Background: an optimization exercise with open tools, aiming at a short achievable clock period and few clock cycles. Do not read the settings as production practice. Function was checked by simulation only, so behaviour that the tests miss may differ from the original. Power and IR drop assume default switching activity.

==> run A: inputs <==
// lce
module lce #(
    parameter MAX_LEN = 64,
    parameter IDXW    = 8             
) (
    input  wire                    clk,
    input  wire                    rst,         
    input  wire                    in_valid,
    input  wire                    in_kind,     
    input  wire [15:0]             in_data,     
    output wire                    in_ready,
    output wire [7:0]              status,
    output wire [15:0]             flags,
    output wire [IDXW-1:0]         nbits,
    output wire [IDXW-1:0]         nsig,
    output wire [IDXW-1:0]         pal_start,
    output wire [IDXW-1:0]         pal_len,
    output wire [IDXW-1:0]         zr_start,
    output wire [IDXW-1:0]         zr_count,
    output wire [MAX_LEN-1:0]      bits_buf,
    output wire [4*MAX_LEN-1:0]    sig_buf
);
==> flow/config.mk <==
export PLATFORM = sky130hd
export DESIGN_NAME = lce
export DESIGN_NICKNAME = lce
export VERILOG_FILES = /design/flow/design.v
export SDC_FILE = /design/flow/constraint.sdc
export NUM_CORES = 4
export LEC_CHECK = 0
export CAP_MARGIN = 20
export CORE_MARGIN = 2
export CORE_UTILIZATION = 40
export SLEW_MARGIN = 20
==> flow/constraint.sdc <==
create_clock -name core_clock -period 10.0 [get_ports {clk}]
set_input_delay 2.0000 -clock core_clock [delete_from_list [all_inputs] [get_ports {clk}]]
set_output_delay 2.0000 -clock core_clock [all_outputs]
set_load 0.01 [all_outputs]
run.sh (not shown) runs the stock make flow with config.mk's settings and CLKGATE_MAP_FILE= SYNTH_SCRIPT=/design/flow/synth_recipe.tcl, a recipe that flattens the netlist after the stock synthesis.
==> run Y: changes against run A <==
--- a/flow/design.v
+++ b/flow/design.v
@@ -35,16 +35,17 @@
     reg [IDXW-1:0]      pal_start_q, pal_len_q, zr_start_q, zr_count_q;
     reg                 ready_q, busy_q;
     reg [N:0]           oh_q;          
     reg                 par_q;         
     reg [N-1:0]         pb_q;          
     reg [N:1]           s_q;
     reg [N-1:0]         r_q, rv_q;
     reg [N:0]           bloh_q;        
+    reg                 p2_q, x2_q, p1_q, x1_q;
     reg [IDXW-1:0]      bl_q, pst_q;   
     reg [IDXW-1:0]      d_q;           
     reg [IDXW-1:0]      zas_q, zal_q, zbs_q, zbl_q;
     reg [2*N-1:0]       b8_q;
     reg [2:0]           zc8_q;
     reg                 s8_q;
     reg [IDXW-1:0]      cs8_q, b8s_q, b8l_q;
     reg [2*N-1:0]       hd_q;
@@ -94,25 +95,41 @@
     wire do_scr   = acc_cmd & is_scr & scr_ok;
     wire do_scrf  = do_scr & fv_q;           
     wire do_scrs  = do_scr & ~fv_q;          
     wire do_apal  = acc_cmd & is_apal;
     wire do_azrun = acc_cmd & is_azrun;
     wire do_azf   = do_azrun & szk_q;
     wire do_azs   = do_azrun & ~szk_q;
     wire b        = in_data[0];
-    wire [N-1:0] sx   = {s_q[N-1:1], 1'b1};           
-    wire [N-1:0] pm   = sx & rv_q;                    
-    wire [N-1:0] a2   = bloh_q[N-1:0] & pm;           
-    wire [N-1:0] a1   = bloh_q[N:1]   & pm;           
-    wire hit2_1 = |(a2 & r_q),  hit2_0 = |(a2 & ~r_q);
-    wire hit1_1 = bloh_q[0] | (|(a1 & r_q));
-    wire hit1_0 = bloh_q[0] | (|(a1 & ~r_q));
-    wire hit2   = b ? hit2_1 : hit2_0;
-    wire hit1   = b ? hit1_1 : hit1_0;
+    wire [N-1:0] sx  = {s_q[N-1:1], 1'b1};           
+    wire [N-1:0] pm  = sx & rv_q;
+    wire [N+5:0] t1x = {2'b0, pm & r_q,  3'b111};
+    wire [N+5:0] t0x = {2'b0, pm & ~r_q, 3'b111};
+    wire [N+5:0] rvx = {2'b0, rv_q, 3'b100};
+    wire [N+5:0] rx  = {2'b0, r_q, 3'b000};
+    reg [4:0] t1l, t0l, rvl, rl;
+    integer k, jj;
+    always @(*) begin
+        for (jj = 0; jj < 5; jj = jj + 1) begin
+            t1l[jj] = 1'b0; t0l[jj] = 1'b0; rvl[jj] = 1'b0; rl[jj] = 1'b0;
+            for (k = 0; k <= N; k = k + 1) begin
+                t1l[jj] = t1l[jj] | (bloh_q[k] & t1x[k + jj]);
+                t0l[jj] = t0l[jj] | (bloh_q[k] & t0x[k + jj]);
+                rvl[jj] = rvl[jj] | (bloh_q[k] & rvx[k + jj]);
+                rl[jj]  = rl[jj]  | (bloh_q[k] & rx[k + jj]);
+            end
+        end
+    end
+    wire [4:0] tl   = b ? t1l : t0l;
+    wire hit2 = p2_q & (x2_q == b);
+    wire hit1 = bloh_q[0] | (p1_q & (x1_q == b));
+    wire p2n0 = tl[1] & rvl[2], x2n0 = rl[2], p1n0 = tl[0] & rvl[1], x1n0 = bloh_q[1] ? b : rl[1];
+    wire p2n1 = tl[2] & rvl[3], x2n1 = rl[3], p1n1 = tl[1] & rvl[2], x1n1 = bloh_q[0] ? b : rl[2];
+    wire p2n2 = tl[3] & rvl[4], x2n2 = rl[4], p1n2 = tl[2] & rvl[3], x1n2 = rl[3];
     wire [N:1] s_new1 = {pm & r_q,  1'b1};
     wire [N:1] s_new0 = {pm & ~r_q, 1'b1};
     wire [IDXW-1:0] b8_fs = (zc8_q > b8l_q) ? cs8_q : b8s_q;
     wire [IDXW-1:0] b8_fl = (zc8_q > b8l_q) ? {5'd0, zc8_q} : b8l_q;
     wire [IDXW-1:0] hd_fs = ({6'd0, zch_q} > hdl_q) ? csh_q : hds_q;
     wire [IDXW-1:0] hd_fl = ({6'd0, zch_q} > hdl_q) ? {6'd0, zch_q} : hdl_q;
     wire [IDXW-1:0] hd_ss = och_q ? csh_q : csh_q + 1'b1;    
     wire [IDXW-1:0] hd_sl = och_q ? 8'd3 : 8'd2;
@@ -193,16 +210,20 @@
             pal_start_q  <= 0;
             pal_len_q    <= 0;
             zr_start_q   <= 0;
             zr_count_q   <= 0;
             oh_q         <= 1;
             par_q        <= 1'b0;
             rv_q         <= 0;
             bloh_q       <= 1;
+            p2_q         <= 1'b0;
+            x2_q         <= 1'b0;
+            p1_q         <= 1'b0;
+            x1_q         <= 1'b0;
             bl_q         <= 0;
             pst_q        <= 0;
             d_q          <= 0;
             zas_q        <= 0;
             zal_q        <= 0;
             zbs_q        <= 0;
             zbl_q        <= 0;
             zc8_q        <= 3'd0;
@@ -235,16 +256,23 @@
             if (do_push) begin
                 nbits_q     <= nbits_q + 1'b1;
                 oh_q        <= {oh_q[N-1:0], 1'b0};
                 par_q       <= par_q ^ b;
                 rv_q        <= {rv_q[N-2:0], 1'b1};
                 pal_valid_q <= 1'b0;
                 fv_q        <= 1'b0;
                 if (hit2) begin
+                    p2_q <= p2n2; x2_q <= x2n2; p1_q <= p1n2; x1_q <= x1n2;
+                end else if (hit1) begin
+                    p2_q <= p2n1; x2_q <= x2n1; p1_q <= p1n1; x1_q <= x1n1;
+                end else begin
+                    p2_q <= p2n0; x2_q <= x2n0; p1_q <= p1n0; x1_q <= x1n0;
+                end
+                if (hit2) begin
                     bl_q   <= bl_q + 2'd2;
                     bloh_q <= {bloh_q[N-2:0], 2'b0};
                     pst_q  <= d_q - 1'b1;
                     d_q    <= d_q - 1'b1;
                 end else if (hit1) begin
                     bl_q   <= bl_q + 1'b1;
                     bloh_q <= {bloh_q[N-1:0], 1'b0};
                     pst_q  <= d_q;
@@ -310,16 +338,20 @@
             if (do_clrb) begin
                 nbits_q     <= 0;
                 pal_valid_q <= 1'b0;
                 fv_q        <= 1'b0;
                 oh_q        <= 1;
                 par_q       <= 1'b0;
                 rv_q        <= 0;
                 bloh_q      <= 1;
+                p2_q        <= 1'b0;
+                x2_q        <= 1'b0;
+                p1_q        <= 1'b0;
+                x1_q        <= 1'b0;
                 bl_q        <= 0;
                 pst_q       <= 0;
                 d_q         <= 0;
                 zas_q       <= 0;
                 zal_q       <= 0;
                 zbs_q       <= 0;
                 zbl_q       <= 0;
                 zc8_q       <= 3'd0;
==> flow/flow/run.sh (new file) <==
#!/bin/bash
# Standard layout, with timing repair aimed well below the clock period.
set -o pipefail
bash standard.sh SETUP_SLACK_MARGIN=6.8 TNS_END_PERCENT=10 ABC_CLOCK_PERIOD_IN_PS=2000 finish > standard_flow.log 2>&1
==> flow/standard.sh (new file) <==
#!/bin/bash
# synth_recipe.tcl (not shown) runs the flow's synth.tcl, then flattens the netlist and writes it again
# the make line also repeats each setting of config.mk as NAME=value (left out here)
make -C /OpenROAD-flow-scripts/flow DESIGN_CONFIG=/design/flow/config.mk WORK_HOME=/design/flow/orfs CLKGATE_MAP_FILE= SYNTH_SCRIPT=/design/flow/synth_recipe.tcl "${@:-finish}"
removed: flow/run.sh
==> notes <==
- In run A the global-route usage is lower than in run Y, by 12 points.
- In run A the non-clock buffer count is lower than in run Y, by 470.
- In combinational power, run Y is at 2.5 times the value of run A.
- Clock skew is about the same in run Y and run A.
- In run Y the synthesized cell count is higher than in run A, by about 17%.
- In run Y the sequential power is higher than in run A, by about 1%.
- Of run A and run Y, run Y has the higher first-iteration DRC count (gap 52%, measured against run Y).
- Final area: run A is lower than run Y (about 16%).
- In run A the die area is lower than in run Y, by about 10%.
- Against run Y, the utilization of run A is lower by 3.5 points.
- In run Y the flip-flop and latch count is higher than in run A, by 4.
Testbench counts of run A, summed over its fixed seeds: cycles 16,628.
Testbench counts of run Y, summed over its fixed seeds: cycles 16,628.

separate check: timing with driven ports:
The flow's constraints put no driver on any port. The routed layouts listed below were extracted and timed again, unchanged, in two steps. Step 1: set_driving_cell puts a clkbuf_16 on clk and a buf_2 on each other input, an assumption about the parent block. Step 2 times the ports against the registers' clock, not the clock port: input delays grow and output delays shrink by t, the midpoint of the rising clock arrivals with the driver on. Three values: ideal, step 1, step 2; two values: the first two.
| run | t (ns) | setup WS [ns] | worst data-port slew with drivers (ns) |
|---|---|---|---|
| run A | 0.832 | 3.568 / 3.623 / 2.791 | 0.06 |
| run Y | 0.883 | 6.291 / 6.182 / 5.300 | 0.47 |
After both steps every run listed still meets setup and hold. For run Y, which loses most, drivers alone change the setup slack by -0.109 ns; drivers and shift together by -0.991 ns.
